What follows belongs to an exercise in optimizing a design on an open flow for small area, a short achievable clock period and few clock cycles; a production flow would make more cautious choices. The RTL was checked by simulation tests, not by an equivalence proof against the original design.

==> run X <==
Design pif_fft, start of the top module:
module pif_fft (
    input  wire        clk,
    input  wire        rst,
    input  wire        start,
    input  wire [3:0]  log2n,       
    output wire        ready,
    output reg         done,
    output reg         fault,       
    output reg         cb_rd_en,
    output reg  [11:0] cb_rd_addr,
    input  wire [63:0] cb_rd_data,
    output reg         cb_wr_en,
    output reg  [11:0] cb_wr_addr,
    output reg  [63:0] cb_wr_data,
    output reg         tw_rd_en,
    output reg  [10:0] tw_rd_addr,
    input  wire [63:0] tw_rd_data
);
Settings: LEC_CHECK=0, CAP_MARGIN=20, CORE_MARGIN=2, CORE_UTILIZATION=60, SLEW_MARGIN=20; clock period 22.0 ns.
run.sh (not shown) runs the stock make flow with config.mk's settings and CLKGATE_MAP_FILE= SYNTH_SCRIPT=/design/flow/synth_recipe.tcl, a recipe that flattens the netlist after the stock synthesis.
==> run A: changes against run X <==
--- a/flow/design.v
+++ b/flow/design.v
@@ -62,34 +62,51 @@
     wire [27:0] marker = (r_e > 8'd27) ? 28'd0 : (28'h8000000 >> r_e[4:0]);
     wire [27:0] lzin   = sum | marker;
     reg  [4:0]  lz;
     always @(*) begin
         lz = 5'd27;
         for (i = 0; i < 28; i = i + 1)
             if (lzin[i]) lz = 27 - i;
     end
-    wire [27:0] x     = sum << lz;
+    reg  [27:0] r2_sum;
+    reg  [4:0]  r2_lz;
+    reg  [7:0]  r2_e;
+    reg         r2_s, r2_nan, r2_ainf, r2_binf, r2_sa, r2_sb, r2_zs, r2_e254;
+    always @(posedge clk) begin
+        r2_sum  <= sum;
+        r2_lz   <= lz;
+        r2_e    <= r_e;
+        r2_s    <= r_s;
+        r2_nan  <= r_nan;
+        r2_ainf <= r_ainf;
+        r2_binf <= r_binf;
+        r2_sa   <= r_sa;
+        r2_sb   <= r_sb;
+        r2_zs   <= r_zs;
+        r2_e254 <= r_e254;
+    end
+    wire [27:0] x     = r2_sum << r2_lz;
     wire [26:0] norm  = {x[27:2], x[1] | x[0]};
-    wire [8:0]  e_res = x[27] ? ({1'b0, r_e} + 9'd1 - {4'd0, lz}) : 9'd0;
+    wire [8:0]  e_res = x[27] ? ({1'b0, r2_e} + 9'd1 - {4'd0, r2_lz}) : 9'd0;
     wire        rnd   = norm[2] & (norm[1] | norm[0] | norm[3]);
     wire [30:0] mag   = {e_res[7:0], norm[25:3]} + {30'd0, rnd};
     always @(posedge clk) begin
-        if (r_nan)
+        if (r2_nan)
             y <= 32'h7FC00000;
-        else if (r_ainf)
-            y <= {r_sa, 8'hFF, 23'd0};
-        else if (r_binf)
-            y <= {r_sb, 8'hFF, 23'd0};
-        else if (sum == 0)
-            y <= {r_zs, 31'd0};
-        else if (r_e254 & sum[27])
-            y <= {r_s, 8'hFF, 23'd0};
+        else if (r2_ainf)
+            y <= {r2_sa, 8'hFF, 23'd0};
+        else if (r2_binf)
+            y <= {r2_sb, 8'hFF, 23'd0};
+        else if (r2_sum == 0)
+            y <= {r2_zs, 31'd0};
+        else if (r2_e254 & r2_sum[27])
+            y <= {r2_s, 8'hFF, 23'd0};
         else
-            y <= {r_s, mag};
+            y <= {r2_s, mag};
     end
 endmodule
 module pif_faddsub (
     input  wire        clk,
     input  wire [31:0] a,
     input  wire [31:0] b,
     output reg  [31:0] yp,
     output reg  [31:0] ym
@@ -247,43 +264,44 @@
             if (ma[i]) tza = i;
             if (mb[i]) tzb = i;
         end
     end
     wire signed [10:0] E   = $signed({3'b000, (ea == 0) ? 8'd1 : ea})
                            + $signed({3'b000, (eb == 0) ? 8'd1 : eb}) - 11'sd127;
     wire [47:0] ps, pc;
     pif_mul24_cs u_mul (.a(ma), .b(mb), .s(ps), .c(pc));
-    wire [24:0] lo = {1'b0, ps[23:0]} + {1'b0, pc[23:0]};
-    reg  [23:0] r_lo, r_hs, r_hc;
+    wire [16:0] lo = {1'b0, ps[15:0]} + {1'b0, pc[15:0]};
+    reg  [15:0] r_lo;
+    reg  [31:0] r_hs, r_hc;
     reg         r_cy;
     reg  [10:0] r_E;
     reg  [5:0]  r_lzi, r_tz;
     reg         r_s, r_nan, r_inf, r_zero;
     always @(posedge clk) begin
-        r_lo    <= lo[23:0];
-        r_cy    <= lo[24];
-        r_hs    <= ps[47:24];
-        r_hc    <= pc[47:24];
+        r_lo    <= lo[15:0];
+        r_cy    <= lo[16];
+        r_hs    <= ps[47:16];
+        r_hc    <= pc[47:16];
         r_E     <= E;
         r_lzi   <= {1'b0, lza} + {1'b0, lzb};
         r_tz    <= {1'b0, tza} + {1'b0, tzb};
         r_s     <= s;
         r_nan   <= a_nan || b_nan || (a_inf && b_zero) || (b_inf && a_zero);
         r_inf   <= a_inf || b_inf;
         r_zero  <= a_zero || b_zero;
     end
     wire signed [10:0] E2    = r_E;
     wire               lmode = (E2 >= $signed({5'd0, r_lzi}));
     wire signed [10:0] sh    = lmode ? $signed({5'd0, r_lzi})
                              : ((E2 < -11'sd25) ? -11'sd25 : E2);
     wire        [10:0] t_w   = 11'sd23 - sh;                  
     wire signed [10:0] eA    = E2 + 11'sd1 - $signed({5'd0, r_lzi});
     wire        [5:0]  t     = t_w[5:0];
-    wire [23:0] hi = r_hs + r_hc + {23'd0, r_cy};
+    wire [31:0] hi = r_hs + r_hc + {31'd0, r_cy};
     wire [47:0] p  = {hi, r_lo};
     wire [48:0] q  = {p, 1'b0};
     wire [48:0] w  = q >> t;
     reg  [25:0] r2_w;
     reg         r2_st0, r2_st1;
     reg  [7:0]  r2_eA;
     reg         r2_ovfA, r2_ovfB, r2_eAge2, r2_lmode, r2_s;
     reg         r2_nan, r2_inf, r2_zero;
@@ -2371,91 +2389,94 @@
     localparam [1:0] S_IDLE = 2'd0,
                      S_RUN  = 2'd1,    
                      S_GAP  = 2'd2,    
                      S_DRN  = 2'd3;    
     reg  [1:0]  state;
     reg         ph;
     reg  [11:0] i1;          
     reg  [11:0] lbit;        
-    reg  [12:0] nbit;        
     reg  [11:0] nmask;       
     reg  [10:0] tw;          
     reg  [11:0] ts;          
     reg  [10:0] twmask;      
     reg  [2:0]  gapn;        
     reg  [2:0]  gcnt;
     reg  [3:0]  dcnt;
     reg  [11:0] ra_cur, ra_prev, ra2;
     reg  [11:0] wi1, wlbit;
-    reg  [11:0] vsr;         
+    reg  [12:0] vsr;         
     reg         ready_r;     
     assign ready = ready_r;
     wire [12:0] i1_inc  = {1'b0, i1 | lbit} + 13'd1;
     wire [12:0] i1_nx   = i1_inc & ~{1'b0, lbit};
     wire        i1_wrap = &(i1 | lbit | ~nmask);
-    wire        last_st = lbit[11:0] == nbit[12:1];
+    wire        last_st = ~|({lbit, 1'b0} & {1'b0, nmask});    
     wire [12:0] wi1_inc = {1'b0, wi1 | wlbit} + 13'd1;
     wire [12:0] wi1_nx  = wi1_inc & ~{1'b0, wlbit};
     wire        wi1_wrap = &(wi1 | wlbit | ~nmask);
+    reg  wrap_q, last_q;
     wire issue = (state == S_RUN) && !ph;
     always @(posedge clk) begin
         if (rst) begin
             state    <= S_IDLE;
             ready_r  <= 1'b1;
             done     <= 1'b0;
             fault    <= 1'b0;
             cb_rd_en <= 1'b0;
             cb_wr_en <= 1'b0;
             tw_rd_en <= 1'b0;
-            vsr      <= 12'd0;
+            vsr      <= 13'd0;
             ph       <= 1'b0;
         end else begin
             done     <= 1'b0;
             ph       <= ~ph;
-            vsr      <= {vsr[10:0], issue};
+            vsr      <= {vsr[11:0], issue};
             tw_rd_en <= 1'b0;
             cb_rd_en <= 1'b0;
             cb_wr_en <= 1'b0;
             if (!ph) begin
                 cb_rd_en   <= issue;
                 tw_rd_en   <= issue;
                 cb_rd_addr <= i1 | lbit;
                 tw_rd_addr <= tw;
                 ra2        <= ra_prev;
                 ra_prev    <= ra_cur;
                 ra_cur     <= i1;
                 cb_wr_en   <= vsr[11];
+                cb_wr_addr <= wi1 | wlbit;
+            end else begin
+                wrap_q     <= i1_wrap;
+                last_q     <= last_st;
+                tw_rd_en   <= vsr[0];
+                cb_rd_en   <= vsr[4];
+                cb_rd_addr <= ra2;
+                cb_wr_en   <= vsr[12];
                 cb_wr_addr <= wi1;
-                if (vsr[11]) begin
+                if (vsr[12]) begin
                     if (wi1_wrap) begin
                         wi1   <= 12'd0;
                         wlbit <= {wlbit[10:0], 1'b0};
                     end else begin
                         wi1   <= wi1_nx[11:0];
                     end
                 end
-            end else begin
-                tw_rd_en   <= vsr[0];
-                cb_rd_en   <= vsr[4];
-                cb_rd_addr <= ra2;
-                cb_wr_en   <= vsr[10];
-                cb_wr_addr <= wi1 | wlbit;
             end
             case (state)
                 S_IDLE: begin
                     if (start) begin
                         ph     <= 1'b0;
                         i1     <= 12'd0;
                         lbit   <= 12'd1;
                         wi1    <= 12'd0;
                         wlbit  <= 12'd1;
                         tw     <= 11'd0;
-                        nbit   <= 13'd1 << log2n;
                         nmask  <= (12'd1 << log2n) - 12'd1;
+                        wrap_q <= (log2n == 4'd1);
+                        last_q <= (log2n == 4'd1);
                         ts     <= 12'd1 << (log2n - 4'd1);
                         twmask <= (11'd1 << (log2n - 4'd1)) - 11'd1;
                         gapn   <= (log2n == 4'd2) ? 3'd6 :
                                   (log2n == 4'd3) ? 3'd5 :
                                   (log2n == 4'd4) ? 3'd3 : 3'd0;
                         if (log2n > 4'd12) begin
                             done  <= 1'b1;
                             fault <= 1'b1;
@@ -2466,24 +2487,24 @@
                             fault   <= 1'b0;
                             state   <= S_RUN;
                             ready_r <= 1'b0;
                         end
                     end
                 end
                 S_RUN: begin
                     if (!ph) begin
-                        if (i1_wrap) begin
+                        if (wrap_q) begin
                             i1   <= 12'd0;
                             tw   <= 11'd0;
                             lbit <= {lbit[10:0], 1'b0};
                             ts   <= {1'b0, ts[11:1]};
                             gcnt <= gapn;
-                            if (last_st) begin
-                                dcnt  <= 4'd12;
+                            if (last_q) begin
+                                dcnt  <= 4'd13;
                                 state <= S_DRN;
                             end else if (gapn != 3'd0) begin
                                 state <= S_GAP;
                             end
                         end else begin
                             i1 <= i1_nx[11:0];
                             tw <= (tw + ts[10:0]) & twmask;
                         end
@@ -2501,33 +2522,30 @@
                         done    <= 1'b1;
                         state   <= S_IDLE;
                         ready_r <= 1'b1;
                     end
                 end
             endcase
         end
     end
-    reg  [31:0] opb_p, opb_q, aop, aim, yre, zre, zim;
+    reg  [31:0] opb_p, opb_q, are, aim, aop, yd, zd1, zd2;
     reg  [63:0] w_r;
     always @(posedge clk) begin
         opb_p <= ph ? opb_q : cb_rd_data[31:0];
         opb_q <= ph ? opb_p : cb_rd_data[63:32];
         w_r   <= tw_rd_data;
-        aim   <= cb_rd_data[63:32];
-        aop   <= ph ? cb_rd_data[31:0] : aim;
+        are   <= cb_rd_data[31:0];
+        if (ph) aim <= cb_rd_data[63:32];
+        aop   <= ph ? aim : are;
     end
     wire [31:0] p_y, q_y, x_y, yp, ym;
     pif_fmul u_p (.clk(clk), .a(w_r[31:0]),  .b(opb_p), .y(p_y));
     pif_fmul u_q (.clk(clk), .a(w_r[63:32]), .b(opb_q), .y(q_y));
     pif_fadd    u_x  (.clk(clk), .a(p_y), .b(q_y), .sub(~ph), .y(x_y));
     pif_faddsub u_yz (.clk(clk), .a(aop), .b(x_y), .yp(yp), .ym(ym));
     always @(posedge clk) begin
-        if (!ph) begin
-            yre <= ym;
-            zre <= yp;
-            cb_wr_data <= {zim, zre};
-        end else begin
-            zim <= yp;
-            cb_wr_data <= {ym, yre};
-        end
+        yd  <= ym;
+        zd1 <= yp;
+        zd2 <= zd1;
+        cb_wr_data <= ph ? {zd1, zd2} : {ym, yd};
     end
 endmodule
==> flow/config.mk (replaced) <==
export PLATFORM = sky130hd
export DESIGN_NAME = pif_fft
export DESIGN_NICKNAME = pif_fft
export VERILOG_FILES = /design/flow/design.v
export SDC_FILE = /design/flow/constraint.sdc
export NUM_CORES = 4
export LEC_CHECK = 0
export CAP_MARGIN = 20
export CORE_MARGIN = 2
export CORE_UTILIZATION = 70
export SLEW_MARGIN = 20
==> run M: changes against run X <==
--- a/flow/design.v
+++ b/flow/design.v
@@ -62,34 +62,51 @@
     wire [27:0] marker = (r_e > 8'd27) ? 28'd0 : (28'h8000000 >> r_e[4:0]);
     wire [27:0] lzin   = sum | marker;
     reg  [4:0]  lz;
     always @(*) begin
         lz = 5'd27;
         for (i = 0; i < 28; i = i + 1)
             if (lzin[i]) lz = 27 - i;
     end
-    wire [27:0] x     = sum << lz;
+    reg  [27:0] r2_sum;
+    reg  [4:0]  r2_lz;
+    reg  [7:0]  r2_e;
+    reg         r2_s, r2_nan, r2_ainf, r2_binf, r2_sa, r2_sb, r2_zs, r2_e254;
+    always @(posedge clk) begin
+        r2_sum  <= sum;
+        r2_lz   <= lz;
+        r2_e    <= r_e;
+        r2_s    <= r_s;
+        r2_nan  <= r_nan;
+        r2_ainf <= r_ainf;
+        r2_binf <= r_binf;
+        r2_sa   <= r_sa;
+        r2_sb   <= r_sb;
+        r2_zs   <= r_zs;
+        r2_e254 <= r_e254;
+    end
+    wire [27:0] x     = r2_sum << r2_lz;
     wire [26:0] norm  = {x[27:2], x[1] | x[0]};
-    wire [8:0]  e_res = x[27] ? ({1'b0, r_e} + 9'd1 - {4'd0, lz}) : 9'd0;
+    wire [8:0]  e_res = x[27] ? ({1'b0, r2_e} + 9'd1 - {4'd0, r2_lz}) : 9'd0;
     wire        rnd   = norm[2] & (norm[1] | norm[0] | norm[3]);
     wire [30:0] mag   = {e_res[7:0], norm[25:3]} + {30'd0, rnd};
     always @(posedge clk) begin
-        if (r_nan)
+        if (r2_nan)
             y <= 32'h7FC00000;
-        else if (r_ainf)
-            y <= {r_sa, 8'hFF, 23'd0};
-        else if (r_binf)
-            y <= {r_sb, 8'hFF, 23'd0};
-        else if (sum == 0)
-            y <= {r_zs, 31'd0};
-        else if (r_e254 & sum[27])
-            y <= {r_s, 8'hFF, 23'd0};
+        else if (r2_ainf)
+            y <= {r2_sa, 8'hFF, 23'd0};
+        else if (r2_binf)
+            y <= {r2_sb, 8'hFF, 23'd0};
+        else if (r2_sum == 0)
+            y <= {r2_zs, 31'd0};
+        else if (r2_e254 & r2_sum[27])
+            y <= {r2_s, 8'hFF, 23'd0};
         else
-            y <= {r_s, mag};
+            y <= {r2_s, mag};
     end
 endmodule
 module pif_faddsub (
     input  wire        clk,
     input  wire [31:0] a,
     input  wire [31:0] b,
     output reg  [31:0] yp,
     output reg  [31:0] ym
@@ -247,43 +264,44 @@
             if (ma[i]) tza = i;
             if (mb[i]) tzb = i;
         end
     end
     wire signed [10:0] E   = $signed({3'b000, (ea == 0) ? 8'd1 : ea})
                            + $signed({3'b000, (eb == 0) ? 8'd1 : eb}) - 11'sd127;
     wire [47:0] ps, pc;
     pif_mul24_cs u_mul (.a(ma), .b(mb), .s(ps), .c(pc));
-    wire [24:0] lo = {1'b0, ps[23:0]} + {1'b0, pc[23:0]};
-    reg  [23:0] r_lo, r_hs, r_hc;
+    wire [16:0] lo = {1'b0, ps[15:0]} + {1'b0, pc[15:0]};
+    reg  [15:0] r_lo;
+    reg  [31:0] r_hs, r_hc;
     reg         r_cy;
     reg  [10:0] r_E;
     reg  [5:0]  r_lzi, r_tz;
     reg         r_s, r_nan, r_inf, r_zero;
     always @(posedge clk) begin
-        r_lo    <= lo[23:0];
-        r_cy    <= lo[24];
-        r_hs    <= ps[47:24];
-        r_hc    <= pc[47:24];
+        r_lo    <= lo[15:0];
+        r_cy    <= lo[16];
+        r_hs    <= ps[47:16];
+        r_hc    <= pc[47:16];
         r_E     <= E;
         r_lzi   <= {1'b0, lza} + {1'b0, lzb};
         r_tz    <= {1'b0, tza} + {1'b0, tzb};
         r_s     <= s;
         r_nan   <= a_nan || b_nan || (a_inf && b_zero) || (b_inf && a_zero);
         r_inf   <= a_inf || b_inf;
         r_zero  <= a_zero || b_zero;
     end
     wire signed [10:0] E2    = r_E;
     wire               lmode = (E2 >= $signed({5'd0, r_lzi}));
     wire signed [10:0] sh    = lmode ? $signed({5'd0, r_lzi})
                              : ((E2 < -11'sd25) ? -11'sd25 : E2);
     wire        [10:0] t_w   = 11'sd23 - sh;                  
     wire signed [10:0] eA    = E2 + 11'sd1 - $signed({5'd0, r_lzi});
     wire        [5:0]  t     = t_w[5:0];
-    wire [23:0] hi = r_hs + r_hc + {23'd0, r_cy};
+    wire [31:0] hi = r_hs + r_hc + {31'd0, r_cy};
     wire [47:0] p  = {hi, r_lo};
     wire [48:0] q  = {p, 1'b0};
     wire [48:0] w  = q >> t;
     reg  [25:0] r2_w;
     reg         r2_st0, r2_st1;
     reg  [7:0]  r2_eA;
     reg         r2_ovfA, r2_ovfB, r2_eAge2, r2_lmode, r2_s;
     reg         r2_nan, r2_inf, r2_zero;
@@ -2363,171 +2381,185 @@
     input  wire [63:0] cb_rd_data,
     output reg         cb_wr_en,
     output reg  [11:0] cb_wr_addr,
     output reg  [63:0] cb_wr_data,
     output reg         tw_rd_en,
     output reg  [10:0] tw_rd_addr,
     input  wire [63:0] tw_rd_data
 );
-    localparam [1:0] S_IDLE = 2'd0,
-                     S_RUN  = 2'd1,    
-                     S_GAP  = 2'd2,    
-                     S_DRN  = 2'd3;    
-    reg  [1:0]  state;
+    localparam [2:0] S_IDLE = 3'd0,
+                     S_RUN  = 3'd1,    
+                     S_GAP  = 3'd2,    
+                     S_DRN  = 3'd3,    
+                     S_SET  = 3'd4;    
+    reg  [2:0]  state;
+    reg  [3:0]  order;       
     reg         ph;
     reg  [11:0] i1;          
     reg  [11:0] lbit;        
-    reg  [12:0] nbit;        
     reg  [11:0] nmask;       
     reg  [10:0] tw;          
     reg  [11:0] ts;          
     reg  [10:0] twmask;      
     reg  [2:0]  gapn;        
     reg  [2:0]  gcnt;
     reg  [3:0]  dcnt;
     reg  [11:0] ra_cur, ra_prev, ra2;
     reg  [11:0] wi1, wlbit;
-    reg  [11:0] vsr;         
+    reg  [12:0] vsr;         
     reg         ready_r;     
     assign ready = ready_r;
     wire [12:0] i1_inc  = {1'b0, i1 | lbit} + 13'd1;
     wire [12:0] i1_nx   = i1_inc & ~{1'b0, lbit};
     wire        i1_wrap = &(i1 | lbit | ~nmask);
-    wire        last_st = lbit[11:0] == nbit[12:1];
+    wire        last_st = ~|({lbit, 1'b0} & {1'b0, nmask});    
     wire [12:0] wi1_inc = {1'b0, wi1 | wlbit} + 13'd1;
     wire [12:0] wi1_nx  = wi1_inc & ~{1'b0, wlbit};
     wire        wi1_wrap = &(wi1 | wlbit | ~nmask);
+    reg  wrap_q, last_q;
     wire issue = (state == S_RUN) && !ph;
     always @(posedge clk) begin
         if (rst) begin
             state    <= S_IDLE;
             ready_r  <= 1'b1;
             done     <= 1'b0;
             fault    <= 1'b0;
             cb_rd_en <= 1'b0;
             cb_wr_en <= 1'b0;
             tw_rd_en <= 1'b0;
-            vsr      <= 12'd0;
+            vsr      <= 13'd0;
             ph       <= 1'b0;
         end else begin
             done     <= 1'b0;
             ph       <= ~ph;
-            vsr      <= {vsr[10:0], issue};
+            vsr      <= {vsr[11:0], issue};
             tw_rd_en <= 1'b0;
             cb_rd_en <= 1'b0;
             cb_wr_en <= 1'b0;
             if (!ph) begin
                 cb_rd_en   <= issue;
                 tw_rd_en   <= issue;
                 cb_rd_addr <= i1 | lbit;
                 tw_rd_addr <= tw;
                 ra2        <= ra_prev;
                 ra_prev    <= ra_cur;
                 ra_cur     <= i1;
                 cb_wr_en   <= vsr[11];
+                cb_wr_addr <= wi1 | wlbit;
+            end else begin
+                wrap_q     <= i1_wrap;
+                last_q     <= last_st;
+                tw_rd_en   <= vsr[0];
+                cb_rd_en   <= vsr[4];
+                cb_rd_addr <= ra2;
+                cb_wr_en   <= vsr[12];
                 cb_wr_addr <= wi1;
-                if (vsr[11]) begin
+                if (vsr[12]) begin
                     if (wi1_wrap) begin
                         wi1   <= 12'd0;
                         wlbit <= {wlbit[10:0], 1'b0};
                     end else begin
                         wi1   <= wi1_nx[11:0];
                     end
                 end
-            end else begin
-                tw_rd_en   <= vsr[0];
-                cb_rd_en   <= vsr[4];
-                cb_rd_addr <= ra2;
-                cb_wr_en   <= vsr[10];
-                cb_wr_addr <= wi1 | wlbit;
             end
             case (state)
                 S_IDLE: begin
                     if (start) begin
-                        ph     <= 1'b0;
-                        i1     <= 12'd0;
-                        lbit   <= 12'd1;
-                        wi1    <= 12'd0;
-                        wlbit  <= 12'd1;
-                        tw     <= 11'd0;
-                        nbit   <= 13'd1 << log2n;
-                        nmask  <= (12'd1 << log2n) - 12'd1;
-                        ts     <= 12'd1 << (log2n - 4'd1);
-                        twmask <= (11'd1 << (log2n - 4'd1)) - 11'd1;
-                        gapn   <= (log2n == 4'd2) ? 3'd6 :
-                                  (log2n == 4'd3) ? 3'd5 :
-                                  (log2n == 4'd4) ? 3'd3 : 3'd0;
-                        if (log2n > 4'd12) begin
-                            done  <= 1'b1;
-                            fault <= 1'b1;
-                        end else if (log2n == 4'd0) begin
-                            done  <= 1'b1;
-                            fault <= 1'b0;
-                        end else begin
-                            fault   <= 1'b0;
-                            state   <= S_RUN;
-                            ready_r <= 1'b0;
-                        end
+                        order   <= log2n;
+                        state   <= S_SET;
+                        ready_r <= 1'b0;
+                    end
+                end
+                S_SET: begin
+                    ph     <= 1'b0;
+                    i1     <= 12'd0;
+                    lbit   <= 12'd1;
+                    wi1    <= 12'd0;
+                    wlbit  <= 12'd1;
+                    tw     <= 11'd0;
+                    nmask  <= (12'd1 << order) - 12'd1;
+                    wrap_q <= (order == 4'd1);
+                    last_q <= (order == 4'd1);
+                    ts     <= 12'd1 << (order - 4'd1);
+                    twmask <= (11'd1 << (order - 4'd1)) - 11'd1;
+                    gapn   <= (order == 4'd2) ? 3'd6 :
+                              (order == 4'd3) ? 3'd5 :
+                              (order == 4'd4) ? 3'd3 : 3'd0;
+                    if (order > 4'd12) begin
+                        done    <= 1'b1;
+                        fault   <= 1'b1;
+                        state   <= S_IDLE;
+                        ready_r <= 1'b1;
+                    end else if (order == 4'd0) begin
+                        done    <= 1'b1;
+                        fault   <= 1'b0;
+                        state   <= S_IDLE;
+                        ready_r <= 1'b1;
+                    end else begin
+                        fault   <= 1'b0;
+                        state   <= S_RUN;
                     end
                 end
                 S_RUN: begin
                     if (!ph) begin
-                        if (i1_wrap) begin
+                        if (wrap_q) begin
                             i1   <= 12'd0;
                             tw   <= 11'd0;
                             lbit <= {lbit[10:0], 1'b0};
                             ts   <= {1'b0, ts[11:1]};
                             gcnt <= gapn;
-                            if (last_st) begin
-                                dcnt  <= 4'd12;
+                            if (last_q) begin
+                                dcnt  <= 4'd13;
                                 state <= S_DRN;
                             end else if (gapn != 3'd0) begin
                                 state <= S_GAP;
                             end
                         end else begin
                             i1 <= i1_nx[11:0];
                             tw <= (tw + ts[10:0]) & twmask;
                         end
                     end
                 end
                 S_GAP: begin
                     if (!ph) begin
                         gcnt <= gcnt - 3'd1;
                         if (gcnt == 3'd1) state <= S_RUN;
                     end
                 end
-                default: begin    
+                S_DRN: begin
                     dcnt <= dcnt - 4'd1;
                     if (dcnt == 4'd1) begin
                         done    <= 1'b1;
                         state   <= S_IDLE;
                         ready_r <= 1'b1;
                     end
                 end
+                default: begin
+                    state   <= S_IDLE;
+                    ready_r <= 1'b1;
+                end
             endcase
         end
     end
-    reg  [31:0] opb_p, opb_q, aop, aim, yre, zre, zim;
+    reg  [31:0] opb_p, opb_q, are, aim, aop, yd, zd1, zd2;
     reg  [63:0] w_r;
     always @(posedge clk) begin
         opb_p <= ph ? opb_q : cb_rd_data[31:0];
         opb_q <= ph ? opb_p : cb_rd_data[63:32];
         w_r   <= tw_rd_data;
-        aim   <= cb_rd_data[63:32];
-        aop   <= ph ? cb_rd_data[31:0] : aim;
+        are   <= cb_rd_data[31:0];
+        if (ph) aim <= cb_rd_data[63:32];
+        aop   <= ph ? aim : are;
     end
     wire [31:0] p_y, q_y, x_y, yp, ym;
     pif_fmul u_p (.clk(clk), .a(w_r[31:0]),  .b(opb_p), .y(p_y));
     pif_fmul u_q (.clk(clk), .a(w_r[63:32]), .b(opb_q), .y(q_y));
     pif_fadd    u_x  (.clk(clk), .a(p_y), .b(q_y), .sub(~ph), .y(x_y));
     pif_faddsub u_yz (.clk(clk), .a(aop), .b(x_y), .yp(yp), .ym(ym));
     always @(posedge clk) begin
-        if (!ph) begin
-            yre <= ym;
-            zre <= yp;
-            cb_wr_data <= {zim, zre};
-        end else begin
-            zim <= yp;
-            cb_wr_data <= {ym, yre};
-        end
+        yd  <= ym;
+        zd1 <= yp;
+        zd2 <= zd1;
+        cb_wr_data <= ph ? {zd1, zd2} : {ym, yd};
     end
 endmodule
==> summary of the runs <==
The lowest maximum frequency belongs to run X, the highest to run M. Flip-flop and latch count: run A is lower than run M (5). Non-clock buffer count, lowest first: run M, run A, run X. Global-route usage, lowest first: run M, run X, run A. In synthesized cell count, run A and run X hardly differ.
Testbench counts of run X, summed over its fixed seeds: cycles 120,950.
Testbench counts of run A, summed over its fixed seeds: cycles 120,998.
Testbench counts of run M, summed over its fixed seeds: cycles 121,046.

==> afterwards: timing with drivers on the ports <==
Ports are ideal in the flow. The routed layouts listed here were re-timed in OpenROAD.
Step 1 assumes that a clkbuf_16 drives the clock port and a buf_2 every other input.
Step 2 times the ports against the registers' clock, not the clock port: input delays grow and output delays shrink by t, the midpoint of the rising clock arrivals with the driver on.
a / b / c = ideal / step 1 / step 2; a / b = the first two.
| run | t (ns) | setup WS [ns] | slew at the worst register clock pin (ns) | worst slew at a driven data input, ns | cell pins on the clock port's net |
|---|---|---|---|---|---|
| run X | 0.892 | 13.996 / 13.996 / 13.996 | 0.07 / 0.07 | 0.14 | 1 |
| run A | 0.876 | 15.325 / 15.374 / 14.498 | 0.08 / 0.08 | 0.09 | 1 |
| run M | 0.897 | 15.801 / 15.700 / 15.299 | 0.07 / 0.07 | 0.22 | 1 |
After both steps every run listed still meets setup and hold. The setup slack of run A, which loses most, moves by +0.049 ns with the drivers and by -0.827 ns with both steps.
